Source: an optimization exercise on an open RTL-to-GDS flow (aim: small area, a short achievable clock period and few clock cycles). Production flows keep margins and buffers that such runs may drop.
No run shown here included a check of the RTL's function; only the layout flow was run.

==> flow/design.v <==
module dani_deframer (
    input  wire         clk,
    input  wire         rst,            
    input  wire         cfg_proto,      
    input  wire [3:0]   cfg_ctrl_hi,    
    input  wire [7:0]   cfg_sq_code,    
    input  wire [27:0]  cfg_rsplen,     
    input  wire         in_valid,
    input  wire [7:0]   in_data,
    output wire         in_ready,
    output reg          out_valid,
    input  wire         out_ready,
    output reg  [4:0]   out_len,        
    output wire [143:0] out_frame,      
    output reg  [15:0]  out_drops       
);
    localparam BUFN = 18;
    reg [8*BUFN-1:0] buf_q;     
    reg [4:0]        cnt_q;     
    reg [15:0]       drops_q;   
    reg [4:0]        skip_q;    
    reg              proto_q;   
    reg              sof0_q;    
    reg              hd_drop;   
    reg              hd_cand;   
    reg [4:0]        hd_t;
    integer i;
    function [6:0] hdr_dec;     
        input [7:0] x0, x1, x2;
        input [1:0] p;
        input       proto;
        reg         start, hdr, plaus;
        reg  [3:0]  n;
        reg  [4:0]  t;
        begin
            if (!proto) begin
                start = (x0 == 8'hAA);
                hdr   = (p >= 2'd2);
                plaus = (x1[7:4] == cfg_ctrl_hi) && (x1[3:0] != 4'd0) && (x1[3:0] <= 4'd9);
                t     = {1'b0, x1[3:0]} + 5'd5;
            end else begin
                start = (x0[7:1] == 7'b1111101);
                hdr   = (p == 2'd3);
                plaus = 1'b1;
                n     = 4'd0;
                if (!x0[0]) begin
                    case (x2)
                        8'hF6: n = 4'd3;
                        8'hF3: n = 4'd1;
                        8'h83: n = 4'd2;
                        8'h9B: n = 4'd1;
                        8'h96: n = 4'd8;
                        8'h97: n = 4'd8;
                        default: begin
                            if (x2 != cfg_sq_code) plaus = 1'b0;
                        end
                    endcase
                end else begin
                    case (x2)
                        8'hF6: n = cfg_rsplen[3:0];
                        8'hF3: n = cfg_rsplen[7:4];
                        8'h83: n = cfg_rsplen[11:8];
                        8'h9B: n = cfg_rsplen[15:12];
                        8'h96: n = cfg_rsplen[19:16];
                        8'h97: n = cfg_rsplen[23:20];
                        default: n = (x2 == cfg_sq_code) ? cfg_rsplen[27:24] : 4'hF;
                    endcase
                    plaus = (n != 4'hF);
                end
                t = {1'b0, n} + 5'd4;
            end
            hdr_dec = {((p != 2'd0) && !start) || (start && hdr && !plaus),
                       start && hdr && plaus, t};
        end
    endfunction
    reg [7:0] term [0:BUFN];
    reg [7:0] chk;
    reg       eof_ok;
    always @(*) begin
        chk    = 8'h00;
        eof_ok = 1'b0;
        for (i = 0; i < BUFN; i = i + 1) begin
            if ((i + (proto_q ? 0 : 1) < hd_t) && (proto_q || (i != 0 && i != 1 && i != 3)))
                term[i] = buf_q[8*i +: 8];
            else
                term[i] = 8'h00;
            if (i + (proto_q ? 1 : 2) == hd_t)
                chk = buf_q[8*i +: 8];
            if (i + 1 == hd_t && buf_q[8*i +: 8] == 8'h55)
                eof_ok = 1'b1;
        end
        term[BUFN] = ~{chk[6:0], 1'b0};
    end
    function [15:0] csa;        
        input [7:0] a, b, c;
        begin
            csa = {((a & b) | (a & c) | (b & c)) << 1, a ^ b ^ c};
        end
    endfunction
    wire [15:0] s1_0 = csa(term[0],  term[1],  term[2]);
    wire [15:0] s1_1 = csa(term[3],  term[4],  term[5]);
    wire [15:0] s1_2 = csa(term[6],  term[7],  term[8]);
    wire [15:0] s1_3 = csa(term[9],  term[10], term[11]);
    wire [15:0] s1_4 = csa(term[12], term[13], term[14]);
    wire [15:0] s1_5 = csa(term[15], term[16], term[17]);
    wire [15:0] s2_0 = csa(s1_0[7:0], s1_0[15:8], s1_1[7:0]);
    wire [15:0] s2_1 = csa(s1_1[15:8], s1_2[7:0], s1_2[15:8]);
    wire [15:0] s2_2 = csa(s1_3[7:0], s1_3[15:8], s1_4[7:0]);
    wire [15:0] s2_3 = csa(s1_4[15:8], s1_5[7:0], s1_5[15:8]);
    wire [15:0] s3_0 = csa(s2_0[7:0], s2_0[15:8], s2_1[7:0]);
    wire [15:0] s3_1 = csa(s2_1[15:8], s2_2[7:0], s2_2[15:8]);
    wire [15:0] s3_2 = csa(s2_3[7:0], s2_3[15:8], term[BUFN]);
    wire [15:0] s4_0 = csa(s3_0[7:0], s3_0[15:8], s3_1[7:0]);
    wire [15:0] s4_1 = csa(s3_1[15:8], s3_2[7:0], s3_2[15:8]);
    wire [15:0] s5_0 = csa(s4_0[7:0], s4_0[15:8], s4_1[7:0]);
    wire [15:0] s6_0 = csa(s5_0[7:0], s5_0[15:8], s4_1[15:8]);
    wire sum_ok = ((s6_0[7:0] ^ s6_0[15:8]) == 8'hFF);
    wire win_ok = sum_ok && (proto_q || (eof_ok && buf_q[31:27] == 5'd0));
    wire skipping = (skip_q != 5'd0);
    wire complete = (cnt_q >= hd_t);
    wire check    = !skipping && hd_cand && complete;
    wire do_emit  = check && win_ok;
    wire do_drop  = !skipping && (hd_drop || (check && !win_ok));
    wire remove   = skipping ? (!out_valid || out_ready) : (hd_drop || check);
    assign in_ready = (cnt_q != BUFN[4:0]);
    wire   accept   = in_valid && in_ready;
    wire [4:0] kept = cnt_q - {4'd0, remove};
    wire [6:0] dec0 = hdr_dec(buf_q[7:0],  buf_q[15:8],  buf_q[23:16],
                              (cnt_q > 5'd2) ? 2'd3 : cnt_q[1:0], proto_q);
    wire [6:0] dec1 = hdr_dec(buf_q[15:8], buf_q[23:16], buf_q[31:24],
                              (cnt_q > 5'd3) ? 2'd3 : (cnt_q == 5'd0 ? 2'd0 : cnt_q[1:0] - 2'd1), proto_q);
    wire [6:0] dec  = remove ? dec1 : dec0;
    reg [8*BUFN-1:0] buf_d;
    always @(*) begin
        for (i = 0; i < BUFN; i = i + 1) begin
            if (i >= kept)
                buf_d[8*i +: 8] = in_data;
            else if (remove)
                buf_d[8*i +: 8] = (i == BUFN - 1) ? 8'h00 : buf_q[8*(i+1) +: 8];
            else
                buf_d[8*i +: 8] = buf_q[8*i +: 8];
        end
    end
    assign out_frame[7:0] = {1'b1, proto_q, 1'b1, proto_q, 1'b1, 1'b0, 1'b1, sof0_q};
    genvar g;
    generate
        for (g = 1; g < BUFN; g = g + 1) begin : g_out
            assign out_frame[8*g +: 8] = (g < out_len) ? buf_q[8*(g-1) +: 8] : 8'h00;
        end
    endgenerate
    always @(posedge clk) begin
        buf_q   <= buf_d;
        proto_q <= cfg_proto;
        if (rst) begin
            cnt_q     <= 5'd0;
            drops_q   <= 16'd0;
            skip_q    <= 5'd0;
            out_valid <= 1'b0;
            hd_drop   <= 1'b0;
            hd_cand   <= 1'b0;
        end else begin
            cnt_q   <= kept + {4'd0, accept};
            hd_drop <= dec[6];
            hd_cand <= dec[5];
            hd_t    <= dec[4:0];
            if (skipping) begin
                if (remove) skip_q <= skip_q - 5'd1;
            end else if (do_emit) begin
                skip_q <= hd_t - 5'd1;
            end
            if (do_drop) begin
                if (drops_q != 16'hFFFF) drops_q <= drops_q + 16'd1;
            end else if (do_emit) begin
                drops_q <= 16'd0;
            end
            if (do_emit) begin
                out_valid <= 1'b1;
                out_len   <= hd_t;
                out_drops <= drops_q;
                sof0_q    <= buf_q[0];
            end else if (out_ready) begin
                out_valid <= 1'b0;
            end
        end
    end
endmodule
==> flow/run.sh <==
#!/bin/bash
# synth_recipe.tcl (not shown) runs the flow's synth.tcl, then flattens the netlist and writes it again
# the make line also repeats each setting of config.mk as NAME=value (left out here)
make -C /OpenROAD-flow-scripts/flow DESIGN_CONFIG=/design/flow/config.mk WORK_HOME=/design/flow/orfs CLKGATE_MAP_FILE= SYNTH_SCRIPT=/design/flow/synth_recipe.tcl finish
==> flow/config.mk <==
export PLATFORM = sky130hd
export DESIGN_NAME = dani_deframer
export DESIGN_NICKNAME = dani_deframer
export VERILOG_FILES = /design/flow/design.v
export SDC_FILE = /design/flow/constraint.sdc
export NUM_CORES = 4
export LEC_CHECK = 0
export CAP_MARGIN = 20
export CELL_PAD_IN_SITES_DETAIL_PLACEMENT = 2
export CELL_PAD_IN_SITES_GLOBAL_PLACEMENT = 2
export CORE_MARGIN = 2
export CORE_UTILIZATION = 30
export PLACE_DENSITY = 0.5
export SLEW_MARGIN = 20
==> flow/constraint.sdc <==
create_clock -name core_clock -period 28.0 [get_ports {clk}]
set_input_delay 5.6000 -clock core_clock [delete_from_list [all_inputs] [get_ports {clk}]]
set_output_delay 5.6000 -clock core_clock [all_outputs]
set_load 0.01 [all_outputs]
==> metrics.md, run 1 <==
| Metric | Value |
|---|---|
| Setup Fix Bufs, Post-CTS | 0 |
| Initial antenna violation count | 2 |
| Class of the worst hold path | reg2reg |
| Die area | about 59000 sq um |
| Data arrival, critical path | roughly 9.9 ns |
| Ys flop type | edfxtp_1 |
| Final slew viol count | 0 |
| Reg area | roughly 5700 sq um |
| Post-synthesis compound-gate area fraction | 0.106 |
| Clock Latency Late Sink | between 0.5 and 0.6 ns |
| Max Cap Viol | 0 |
| Design area | approximately 21000 sq um |
| Yosys cell types | between 90 and 100 |
| CP endpoint kind | flip-flop |
| Post-layout min period | 9.64 ns |
| Actual slew at the worst max-slew pin | around 1.1 ns |
| Multi-input logic area | ~11000 sq um |
| Fmax | between 100 and 150 MHz |
| CTS tree | built |
| Mapped Avg Cell Area | 9.80 sq um |
| Htree depth | 1 |
| Initial DRC count | 1001 |
| EDFF count, synth | 171 |
| ANT nets after route | 0 |
| Post-synthesis register bit count | 201 |
| Worst setup SP type | input port |
| Gpl congestion | 0.883 |
| Total track usage | 0.273 |
| Mux cell area share after synthesis | 0.0827 |
| Fin. Hold Viols | 0 |
| Io pins | 220 |
| RSZ-0062 raised after global routing | no |
| Vias | about 15000 |
| First-pass GRT wire length | ~120 mm |
| Hold-fix buffers, CTS | 0 |
| Wirelength, routed | 80.8 mm |
| Layout Nets | about 2200 |
| Most common cell after layout, fill and taps aside | clkdlybuf4s50_1 |
| Inserted Diodes | 0 |
| Placed cell areas | 20200 sq um |
| Post-Synth XOR/XNOR Area | 0.0432 |
| TNS Setup | 0 ns |
| Clock buffer count from CTS | 25 |
| Period utilization | 0.344 |
| Filler cells | between 6000 and 7000 |
| CP max FO | 29 |
| Starting Density | 0.304 |
| Final setup fails | 0 |
| Largest family of logic cells by synthesized area | simple AND/OR/NAND/NOR gates |
| CTS Root Cell | clkbuf_16 |
| Syn Std Cell Area | 17100 sq um |
| Synth Instances | approximately 1700 |
| TritonCTS Sinks | between 200 and 250 |
| Die Span X | around 240 um |
| Critical path type | in2reg |
| Die span in y | 243 um |
| Most frequent cells in the layout | 214 x clkdlybuf4s50_1, 196 x nand2_1, 171 x edfxtp_1 |
| YS warnings | 2 |
| Vias in the first global route | between 15000 and 20000 |
| Wire length per cell | around 30 um |
| Sequential fraction of the synthesis area | 0.335 |
| Largest net degree at the start of global routing | 30 |
| Status | timing/DRC/antenna clean |
| WP data required | approximately 28 ns |
| Worst-path clk slew | approximately 0.06 ns |
| P&R area growth vs syn | 22.1% |
| Layout cells sized above 1 | 0.110 |
| Worst Skew | approximately 0.019 ns |
| Core area | 56400 sq um |
| Port Buffers | approximately 210 |
| Post-CTS Resized | 0 |
| Synth Area in Simple Gates | 0.231 |
| Total iterations of the first detailed-routing run | 6 |
| Total grt overflow | 0 |
| DRC viols | 0 |
| Slew headroom | 0.256 |
| Row count | 87 |
| Drt via density | 5.42 |
| Post-synthesis adder-cell area fraction | 0.158 |
| Clock buffer depth | 3 |
| Detailed placer's ending HPWL | between 60 and 70 mm |
| Ys async rst share | 0 |
[per-stage QoR]
step                      hold slack, ns  std cells  worst slack [ns]   util
after floorplan                    0.421       1752             18.94      -
after global placement             0.482       2681             17.85  0.358
after detailed placement           0.488       2681             17.76  0.358
after CTS                          0.503       2727             18.36  0.371
after global routing               0.525       2727             18.06  0.371
final                              0.501       2727             18.36  0.371
[synthesized netlist by cell type (all sizes together), types with 8 or more instances]
| cell type | count | area (sq um) |
|---|---|---|
| a211oi | 10 | 75.1 |
| a21boi | 9 | 67.6 |
| a21oi | 64 | 328 |
| a221oi | 11 | 103 |
| a22oi | 27 | 216 |
| a31oi | 14 | 100 |
| and2 | 94 | 588 |
| and3 | 10 | 62.6 |
| buf | 28 | 170 |
| clkbuf | 51 | 191 |
| dfxtp | 30 | 601 |
| edfxtp | 171 | 5130 |
| fa | 104 | 2080 |
| ha | 48 | 601 |
| inv | 108 | 405 |
| mux2 | 110 | 1240 |
| mux2i | 11 | 110 |
| nand2 | 197 | 742 |
| nand2b | 8 | 50.1 |
| nand3 | 49 | 245 |
| nand4 | 23 | 144 |
| nand4b | 15 | 131 |
| nor2 | 98 | 370 |
| nor2b | 139 | 870 |
| nor3 | 31 | 160 |
| nor4 | 11 | 68.8 |
| nor4bb | 12 | 120 |
| o21ai | 54 | 274 |
| o22ai | 10 | 62.6 |
| or3 | 9 | 61.3 |
| or4 | 8 | 60.1 |
| xnor2 | 47 | 430 |
| xor2 | 25 | 219 |
[sequential cells by signal (all words and copies together) (netlist names)]
name and flops:
out_valid 1, proto_q 1, skip_q 5, sof0_q 1, hd_drop 1, hd_t 5
out_len 5, drops_q 16, cnt_q 5, buf_q 144, out_drops 16, hd_cand 1
[critical path, stage by stage]
cell and delay (ns):
clkdlybuf4s50_1 0.39, nand2b_1 0.22, nor2_1 0.13, o21a_1 0.12, buf_4 0.46, inv_1 0.20
ha_1 0.25, ha_1 0.24, xnor2_1 0.21, nor2_1 0.56, a21oi_1 0.17, buf_4 0.23
a21oi_1 0.66, nand2_1 0.41
[cells by family (layout without fill, tap and decap cells)]
logic type / count (synthesis) / count (layout)
multiplexers: 124 / 124
AO/OA/AOI/OAI: 266 / 266
adder cells (fa/ha/maj): 154 / 154
other: 2 / 5
XOR/XNOR: 76 / 76
AND/OR/NAND/NOR: 739 / 739
flip-flops: 201 / 201
buffers and inverters: 187 / 406
[metal layers]
layer / vias to the layer above / track usage / wire length, um
met1: 7816 / 0.377 / 37700
met5: - / 0 / 0
li1: 6559 / - / -
met4: 0 / 0.0687 / 1910
met3: 82 / 0.0243 / 2560
met2: 333 / 0.460 / 38600
[path summary, 6_finish.rpt]
check / start / end / slack [ns] / cells past startpoint
worst min-delay path: skip_q[3] / skip_q[3] / 0.50 / 2
worst max-delay path: out_ready / buf_q[116] / 18.36 / 14
worst max register to register: hd_t[0] / out_drops[10] / 18.60 / 28
worst min register to register: skip_q[3] / skip_q[3] / 0.50 / 2
[area by class of cell]
cell class | count | share of cell area
Timing Repair Buffer | 252 | 0.116
Tap cell | 756 | 0.0452
Clock buffer | 34 | 0.0325
Sequential cell | 201 | 0.274
Multi-Input combinational cell | 1364 | 0.510
Inverter | 108 | 0.0194
Clock inverter | 12 | 0.00329
==> run 2, diff against run 1 <==
--- a/flow/config.mk
+++ b/flow/config.mk
@@ -5,6 +5,7 @@
 export SDC_FILE = /design/flow/constraint.sdc
 export NUM_CORES = 4
 export LEC_CHECK = 0
+export ABC_CLOCK_PERIOD_IN_PS = 4000
 export CAP_MARGIN = 20
 export CELL_PAD_IN_SITES_DETAIL_PLACEMENT = 2
 export CELL_PAD_IN_SITES_GLOBAL_PLACEMENT = 2
==> run 2 against run 1 <==
Final cell count unchanged. Synthesized cell count unchanged. Register-to-register slack about the same. Routed wire length unchanged. Global-route usage unchanged. Still clean. Via count unchanged. Critical endpoint unchanged. Critical path depth unchanged. Worst hold slack unchanged. First-iteration DRC count unchanged. Flip-flop and latch count unchanged. Setup slack unchanged.
==> metrics.md, run 2 <==
| Metric | Value |
|---|---|
| Status | timing/DRC/antenna clean |
| Row count | 87 |
| Post-Synth XOR/XNOR Area | 0.0432 |
| Most common cell after layout, fill and taps aside | clkdlybuf4s50_1 |
| Worst Hold Endpoint | skip_q[3] |
| Worst Setup SP | out_ready |
| Port Buffers | around 210 |
| CP max stage delay | around 0.66 ns |
| Slew headroom | 0.256 |
| Reg-to-Reg End | out_drops[10] |
| Syn Std Cell Area | between 15000 and 20000 sq um |
| Mux cell area share after synthesis | 0.0827 |
| Largest area contributor in the netlist | edfxtp_1 |
| Die area | around 60000 sq um |
| CP delay by family, top | simple AND/OR/NAND/NOR gates |
| Clock buffer depth | 3 |
| Inserted Diodes | 0 |
| Worst Skew | roughly 0.019 ns |
| Period utilization | 0.344 |
| Synth Area in Simple Gates | 0.231 |
| RR Startpoint | hd_t[0] |
| Htree depth | 1 |
| YS warnings | 2 |
| Hold Path Origin | skip_q[3] |
| CP endpoint kind | flip-flop |
| Post-CTS Resized | 0 |
| Flop2flop setup slack | between 15 and 20 ns |
| Ys flop type | edfxtp_1 |
| Ys async rst share | 0 |
| Critical path cell sequence | clkdlybuf4s50_1 > nand2b_1 > nor2_1 > o21a_1 > buf_4 > inv_1 > ha_1 > ha_1 > xnor2_1 > nor2_1 > a21oi_1 > buf_4 > a21oi_1 > nand2_1 |
| Fin. Hold Viols | 0 |
| Post-synthesis compound-gate area fraction | 0.106 |
| Final slew viol count | 0 |
| Clock Latency Late Sink | 0.57 ns |
| Wire length per cell | 29.6 um |
| EDFF count, synth | between 150 and 200 |
| Io pins | 220 |
| Class of the worst hold path | reg2reg |
| CP max FO | 29 |
| Vias | 14800 |
| WP data required | ~28 ns |
| P&R area growth vs syn | 22.1% |
| Setup Fix Bufs, Post-CTS | 0 |
| Max Cap Viol | 0 |
| Yosys cell types | slightly above 90 |
| Post-synthesis register bit count | approximately 200 |
| Mapped Avg Cell Area | 9.80 sq um |
| Sequential fraction of the synthesis area | 0.335 |
| Hold WS | 0.501 ns |
| CTS Root Cell | clkbuf_16 |
| Die Span X | between 200 and 250 um |
| Post-synth top cells | 196 x nand2_1, 171 x edfxtp_1, 139 x nor2b_1 |
| Largest regs | buf_q x144, drops_q x16, out_drops x16 |
| Largest net degree at the start of global routing | 30 |
| Count leader, synth | nand2_1 |
| Initial DRC count | 1001 |
| Most frequent cells in the layout | 214 x clkdlybuf4s50_1, 196 x nand2_1, 171 x edfxtp_1 |
| DP Worst Slack | 17.76 ns |
| Crit path buffers/inverters | 4 |
| TNS Setup | 0 ns |
| Layout cells sized above 1 | 0.110 |
| RSZ-0062 raised after global routing | no |
| Worst setup SP type | input port |
| Die span in y | 243 um |
| Gpl congestion | 0.883 |
| Total grt overflow | 0 |
| Dominant cells by area after synthesis | edfxtp_1 30%, fa_1 12%, mux2_2 7.2% |
| Drt via density | approximately 5.4 |
| Clock buffer count from CTS | 25 |
| Hold-fix buffers, CTS | 0 |
| Yosys top cell area share | 0.300 |
| Starting Density | 0.304 |
| Largest family of logic cells by synthesized area | simple AND/OR/NAND/NOR gates |
| Core area | about 56000 sq um |
| Vias in the first global route | 16200 |
| Worst Slack Setup Final | roughly 18 ns |
| Post-layout min period | around 9.6 ns |
| Data arrival, critical path | 9.87 ns |
| Synth Instances | 1749 |
| First-pass GRT wire length | approximately 120 mm |
| Worst Hold Depth | 2 |
| Final Util | 0.371 |
| Total iterations of the first detailed-routing run | 6 |
| Total track usage | 0.273 |
| TritonCTS Sinks | between 200 and 250 |
| ANT nets after route | 0 |
| Detailed placer's ending HPWL | 61.7 mm |
| Worst reg-to-reg path cell count | 28 |
| Post-synthesis adder-cell area fraction | 0.158 |
| Actual slew at the worst max-slew pin | 1.11 ns |
| DRC viols | 0 |
| Critical path type | in2reg |
| Initial antenna violation count | 2 |
| Final setup fails | 0 |
| CP max-delay cell | a21oi_1 |
| Layout Nets | 2157 |
| Fmax | between 100 and 150 MHz |
| Wirelength, routed | between 80 and 90 mm |
| CTS tree | built |
| Biggest register | buf_q |
| Worst-path clk slew | 0.06 ns |
| Max reg flops | ~140 |
run 2: cell counts after synthesis:
No cell type changed its count.
run 2: cell type report:
class                   count  area, sq um
well taps                 756          946
clock inverters            12         68.8
multi-input cells        1364        10700
inverters                 108          405
fillers                  6178        35500
clock buffers              34          679
flip-flops and latches    201         5740
repair buffers            252         2430
run 2: worst max-delay path by stage:
stage | endpoint | slack, ns | cells after the start
global placement | buf_q[65] | 17.85 | 15
global route | buf_q[115] | 18.06 | 14
floorplan | out_drops[0] | 18.94 | 27
finish | buf_q[116] | 18.36 | 14
detailed placement | buf_q[114] | 17.76 | 14
CTS | buf_q[116] | 18.36 | 14
run 2: cells by family (layout without fill, tap and decap cells):
logic type	count (synthesis)	after routing
adder cells (fa/ha/maj)	154	154
other	2	5
AO/OA/AOI/OAI	266	266
buffers and inverters	187	406
XOR/XNOR	76	76
flip-flops	201	201
multiplexers	124	124
AND/OR/NAND/NOR	739	739
run 2: worst reg2reg max path: cells and delay by family (launching register included):
kind / cells / cell delay [ns]
AOI/OAI and AO/OA: 5 / 0.76
buffers and inverters: 3 / 0.45
and+or+nand+nor: 7 / 2.54
xor gates and xnor gates: 8 / 2.16
adders and majority gates: 5 / 2.56
DFF: 1 / 0.60
run 2: metrics by stage:
step | area, sq um | instances
CTS | 20900 | 2727
floorplan | 17100 | 1752
global placement | 20200 | 2681
detailed placement | 20200 | 2681
finish | 20900 | 2727
global route | 20900 | 2727
run 2: per-layer routing:
layer  share of wire  track usage  up-vias
met1            0.47        0.377     7816
met3           0.032       0.0243       82
met4           0.024       0.0687        0
met2            0.48        0.460      333
met5               0            0        -
li1                -            -     6559
==> run 3, diff against run 2 <==
--- a/flow/design.v
+++ b/flow/design.v
@@ -73,49 +73,24 @@
                        start && hdr && plaus, t};
         end
     endfunction
-    reg [7:0] term [0:BUFN];
+    reg [7:0] sum;
     reg [7:0] chk;
     reg       eof_ok;
     always @(*) begin
+        sum    = 8'h00;
         chk    = 8'h00;
         eof_ok = 1'b0;
         for (i = 0; i < BUFN; i = i + 1) begin
             if ((i + (proto_q ? 0 : 1) < hd_t) && (proto_q || (i != 0 && i != 1 && i != 3)))
-                term[i] = buf_q[8*i +: 8];
-            else
-                term[i] = 8'h00;
+                sum = sum + buf_q[8*i +: 8];
             if (i + (proto_q ? 1 : 2) == hd_t)
                 chk = buf_q[8*i +: 8];
             if (i + 1 == hd_t && buf_q[8*i +: 8] == 8'h55)
                 eof_ok = 1'b1;
         end
-        term[BUFN] = ~{chk[6:0], 1'b0};
     end
-    function [15:0] csa;        
-        input [7:0] a, b, c;
-        begin
-            csa = {((a & b) | (a & c) | (b & c)) << 1, a ^ b ^ c};
-        end
-    endfunction
-    wire [15:0] s1_0 = csa(term[0],  term[1],  term[2]);
-    wire [15:0] s1_1 = csa(term[3],  term[4],  term[5]);
-    wire [15:0] s1_2 = csa(term[6],  term[7],  term[8]);
-    wire [15:0] s1_3 = csa(term[9],  term[10], term[11]);
-    wire [15:0] s1_4 = csa(term[12], term[13], term[14]);
-    wire [15:0] s1_5 = csa(term[15], term[16], term[17]);
-    wire [15:0] s2_0 = csa(s1_0[7:0], s1_0[15:8], s1_1[7:0]);
-    wire [15:0] s2_1 = csa(s1_1[15:8], s1_2[7:0], s1_2[15:8]);
-    wire [15:0] s2_2 = csa(s1_3[7:0], s1_3[15:8], s1_4[7:0]);
-    wire [15:0] s2_3 = csa(s1_4[15:8], s1_5[7:0], s1_5[15:8]);
-    wire [15:0] s3_0 = csa(s2_0[7:0], s2_0[15:8], s2_1[7:0]);
-    wire [15:0] s3_1 = csa(s2_1[15:8], s2_2[7:0], s2_2[15:8]);
-    wire [15:0] s3_2 = csa(s2_3[7:0], s2_3[15:8], term[BUFN]);
-    wire [15:0] s4_0 = csa(s3_0[7:0], s3_0[15:8], s3_1[7:0]);
-    wire [15:0] s4_1 = csa(s3_1[15:8], s3_2[7:0], s3_2[15:8]);
-    wire [15:0] s5_0 = csa(s4_0[7:0], s4_0[15:8], s4_1[7:0]);
-    wire [15:0] s6_0 = csa(s5_0[7:0], s5_0[15:8], s4_1[15:8]);
-    wire sum_ok = ((s6_0[7:0] ^ s6_0[15:8]) == 8'hFF);
-    wire win_ok = sum_ok && (proto_q || (eof_ok && buf_q[31:27] == 5'd0));
+    wire win_ok = (sum == {chk[6:0], 1'b0}) &&
+                  (proto_q || (eof_ok && buf_q[31:27] == 5'd0));
     wire skipping = (skip_q != 5'd0);
     wire complete = (cnt_q >= hd_t);
     wire check    = !skipping && hd_cand && complete;
--- a/flow/config.mk
+++ b/flow/config.mk
@@ -5,7 +5,6 @@
 export SDC_FILE = /design/flow/constraint.sdc
 export NUM_CORES = 4
 export LEC_CHECK = 0
-export ABC_CLOCK_PERIOD_IN_PS = 4000
 export CAP_MARGIN = 20
 export CELL_PAD_IN_SITES_DETAIL_PLACEMENT = 2
 export CELL_PAD_IN_SITES_GLOBAL_PLACEMENT = 2
==> run 3 against run 2 <==
Still clean on timing, DRC and antenna. Non-clock buffer count increased by 8. Global-route usage increased by 3.5 points. Setup slack got worse by 15 ns. Count of clock-buffer cells in the layout decreased by 2. Fmax decreased by 61%. Synthesized cell count increased by 43%. Clock skew increased by 0.034 ns. Routed wire length increased by 44%. Critical path depth increased by 77. Critical path type is now reg2reg. Critical endpoint is now drops_q[15].
==> metrics.md, run 3 <==
| Metric | Value |
|---|---|
| Ys flop type | edfxtp_1 |
| Mapped Avg Cell Area | between 8 and 9 sq um |
| Largest family of logic cells by synthesized area | simple AND/OR/NAND/NOR gates |
| Total track usage | 0.308 |
| Layout Nets | between 2000 and 3000 |
| Period utilization | 0.879 |
| Data arrival, critical path | 25.19 ns |
| Worst Hold Depth | 2 |
| Yosys cell types | 111 |
| CP max-delay cell | nor2b_1 |
| Count leader, synth | nand2_1 |
| Post-Synth XOR/XNOR Area | 0.0510 |
| Flop2flop setup slack | approximately 3.4 ns |
| Die Span X | around 270 um |
| Syn Std Cell Area | 21600 sq um |
| Fin. Hold Viols | 0 |
| Ys async rst share | 0 |
| EDFF count, synth | 171 |
| Post-synth top cells | 285 x nand2_1, 185 x nor2_1, 182 x ha_1 |
| Setup Fix Bufs, Post-CTS | 0 |
| Largest area contributor in the netlist | edfxtp_1 |
| WP data required | between 20 and 30 ns |
| Sequential fraction of the synthesis area | 0.266 |
| Synth Instances | about 2500 |
| Htree depth | 1 |
| First-pass GRT wire length | 168 mm |
| Total grt overflow | 0 |
| Crit path buffers/inverters | 5 |
| Max reg flops | 144 |
| RR Startpoint | hd_t[0] |
| Initial DRC count | between 1500 and 2000 |
| Most common cell after layout, fill and taps aside | nand2_1 |
| TNS Setup | 0 ns |
| RSZ-0062 raised after global routing | no |
| Core area | around 70000 sq um |
| Hold WS | 0.494 ns |
| Wire length per cell | approximately 32 um |
| Detailed placer's ending HPWL | 89.8 mm |
| Critical path type | reg2reg |
| CP max stage delay | 0.70 ns |
| Gpl congestion | 0.937 |
| Initial antenna violation count | 6 |
| Biggest register | buf_q |
| CTS Root Cell | clkbuf_16 |
| DRC viols | 0 |
| Worst setup SP type | flip-flop |
| Yosys top cell area share | 0.238 |
| Largest regs | buf_q x144, drops_q x16, out_drops x16 |
| Hold Path Origin | skip_q[4] |
| Final slew viol count | 0 |
| Post-synthesis register bit count | between 200 and 250 |
| Most used cell, CP | ha_1 |
| Post-CTS Resized | 0 |
| Port Buffers | ~210 |
| Largest net degree at the start of global routing | 51 |
| Worst-path clk slew | approximately 0.060 ns |
| Die span in y | between 200 and 300 um |
| Post-synthesis compound-gate area fraction | 0.199 |
| Starting Density | 0.302 |
| Slew headroom | 0.203 |
| CP max FO | 12 |
| Max Cap Viol | 0 |
| Total iterations of the first detailed-routing run | 5 |
| Layout cells sized above 1 | 0.107 |
| Post-layout min period | between 20 and 25 ns |
| Vias in the first global route | between 20000 and 25000 |
| Clock buffer count from CTS | 27 |
| CP endpoint kind | flip-flop |
| Io pins | 220 |
| Wirelength, routed | approximately 120 mm |
| Clock Latency Late Sink | roughly 0.63 ns |
| Post-synthesis adder-cell area fraction | 0.121 |
| Drt via density | about 6 |
| Fmax | just over 40 MHz |
| Dominant cells by area after synthesis | edfxtp_1 24%, ha_1 11%, mux2_2 6.5% |
| Class of the worst hold path | reg2reg |
| Worst Setup SP | hd_t[0] |
| P&R area growth vs syn | 18.4% |
| ANT nets after route | 0 |
| Filler cells | 8013 |
| Critical Path Stages | ~90 |
| Worst Skew | ~0.053 ns |
| Synth Area in Simple Gates | 0.247 |
| Actual slew at the worst max-slew pin | around 1.2 ns |
| Status | timing/DRC/antenna clean |
| CP delay by family, top | compound AO/OA/AOI/OAI gates |
| Reg-to-Reg End | drops_q[15] |
| Clock buffer depth | 3 |
| Mux cell area share after synthesis | 0.0773 |
| Worst setup endpoint | drops_q[15] |
| YS warnings | 1 |
| CTS tree | built |
| Hold-fix buffers, CTS | 0 |
| Die area | 74000 sq um |
| TritonCTS Sinks | ~200 |
| Row count | just under 100 |
| Most frequent cells in the layout | 285 x nand2_1, 206 x clkdlybuf4s50_1, 184 x nor2_1 |
| Final setup fails | 0 |
| Vias | between 20000 and 25000 |
| Worst reg-to-reg path cell count | 91 |
-- run 3: worst min path at each step --
stage                          endpoint  slack, ns
after floorplan              out_len[3]       0.44
after global placement        skip_q[4]       0.47
after detailed placement  out_drops[10]       0.50
after CTS                 out_drops[10]       0.50
after global routing      out_drops[10]       0.52
final                         skip_q[4]       0.49
-- run 3: area by class of cell --
class                           count  area [sq um]  share of cell area
Multi-Input combinational cell   2114         15100               0.591
Tap cell                          950          1190              0.0466
Clock buffer                       32           694              0.0272
Timing Repair Buffer              260          2440              0.0958
Sequential cell                   201          5740               0.225
Clock inverter                     16          98.8             0.00388
Inverter                           70           263              0.0103
Antenna cell                        2          5.00            0.000196
-- run 3: per-layer routing --
| layer | track usage | part of all wire | up-vias |
|---|---|---|---|
| met3 | 0.0311 | 0.045 | 131 |
| met4 | 0.0868 | 0.028 | 0 |
| li1 | - | - | 9668 |
| met2 | 0.511 | 0.47 | 626 |
| met1 | 0.425 | 0.46 | 11400 |
| met5 | 0 | 0 | - |
-- run 3: tightest hold or removal path, cell delays in order, from the launching register on --
cell and delay [ns]:
dfxtp_1 0.32, o21ai_0 0.07, a21oi_1 0.06
-- run 3: metrics by stage --
step | worst slack, ns | cell area, sq um | utilization | instances
6_report | 3.38 | 25500 | 0.357 | 3645
3_3_place_gp | 4.43 | 24700 | 0.346 | 3594
3_5_place_dp | 3.84 | 24700 | 0.346 | 3595
2_1_floorplan | 8.86 | 21600 | - | 2497
4_1_cts | 3.69 | 25500 | 0.357 | 3643
5_1_grt | 2.17 | 25500 | 0.357 | 3643
-- run 3: kinds of logic (layout without fill, tap and decap cells) --
logic type      after synthesis  in the layout
xor+xnor                    116            116
simple gates               1022           1022
mux                         147            147
fa+ha+maj                   199            199
buf+inv                     182            378
other cells                   2              7
flops                       201            201
compound gates              625            625

-- afterwards: timing with drivers on the ports --
The results above use ideal ports. As a check the final layouts listed here were re-extracted and re-timed, cells and wires unchanged.
Step 1 sets driving cells, clkbuf_16 on the clock port and buf_2 on the other inputs (assumed; they add their load-dependent delay and slew).
Step 2 also shifts input and output timing later by t, the mid clock arrival at the registers, as if the neighbouring blocks saw the same clock.
a / b / c = ideal / step 1 / step 2; a / b = the first two.
| run | t, ns | slack for setup (ns) | worst setup path at the end | worst data-port slew with drivers (ns) | cell pins on the clock port's net |
|---|---|---|---|---|---|
| run 1 | 0.625 | 18.356 / 18.392 / 17.768 | input to register | 0.06 | 1 |
| run 2 | 0.625 | 18.356 / 18.392 / 17.768 | input to register | 0.06 | 1 |
| run 3 | 0.667 | 3.381 / 3.381 / 3.381 | register to register | 0.04 | 1 |
After both steps every run listed still meets setup and hold.
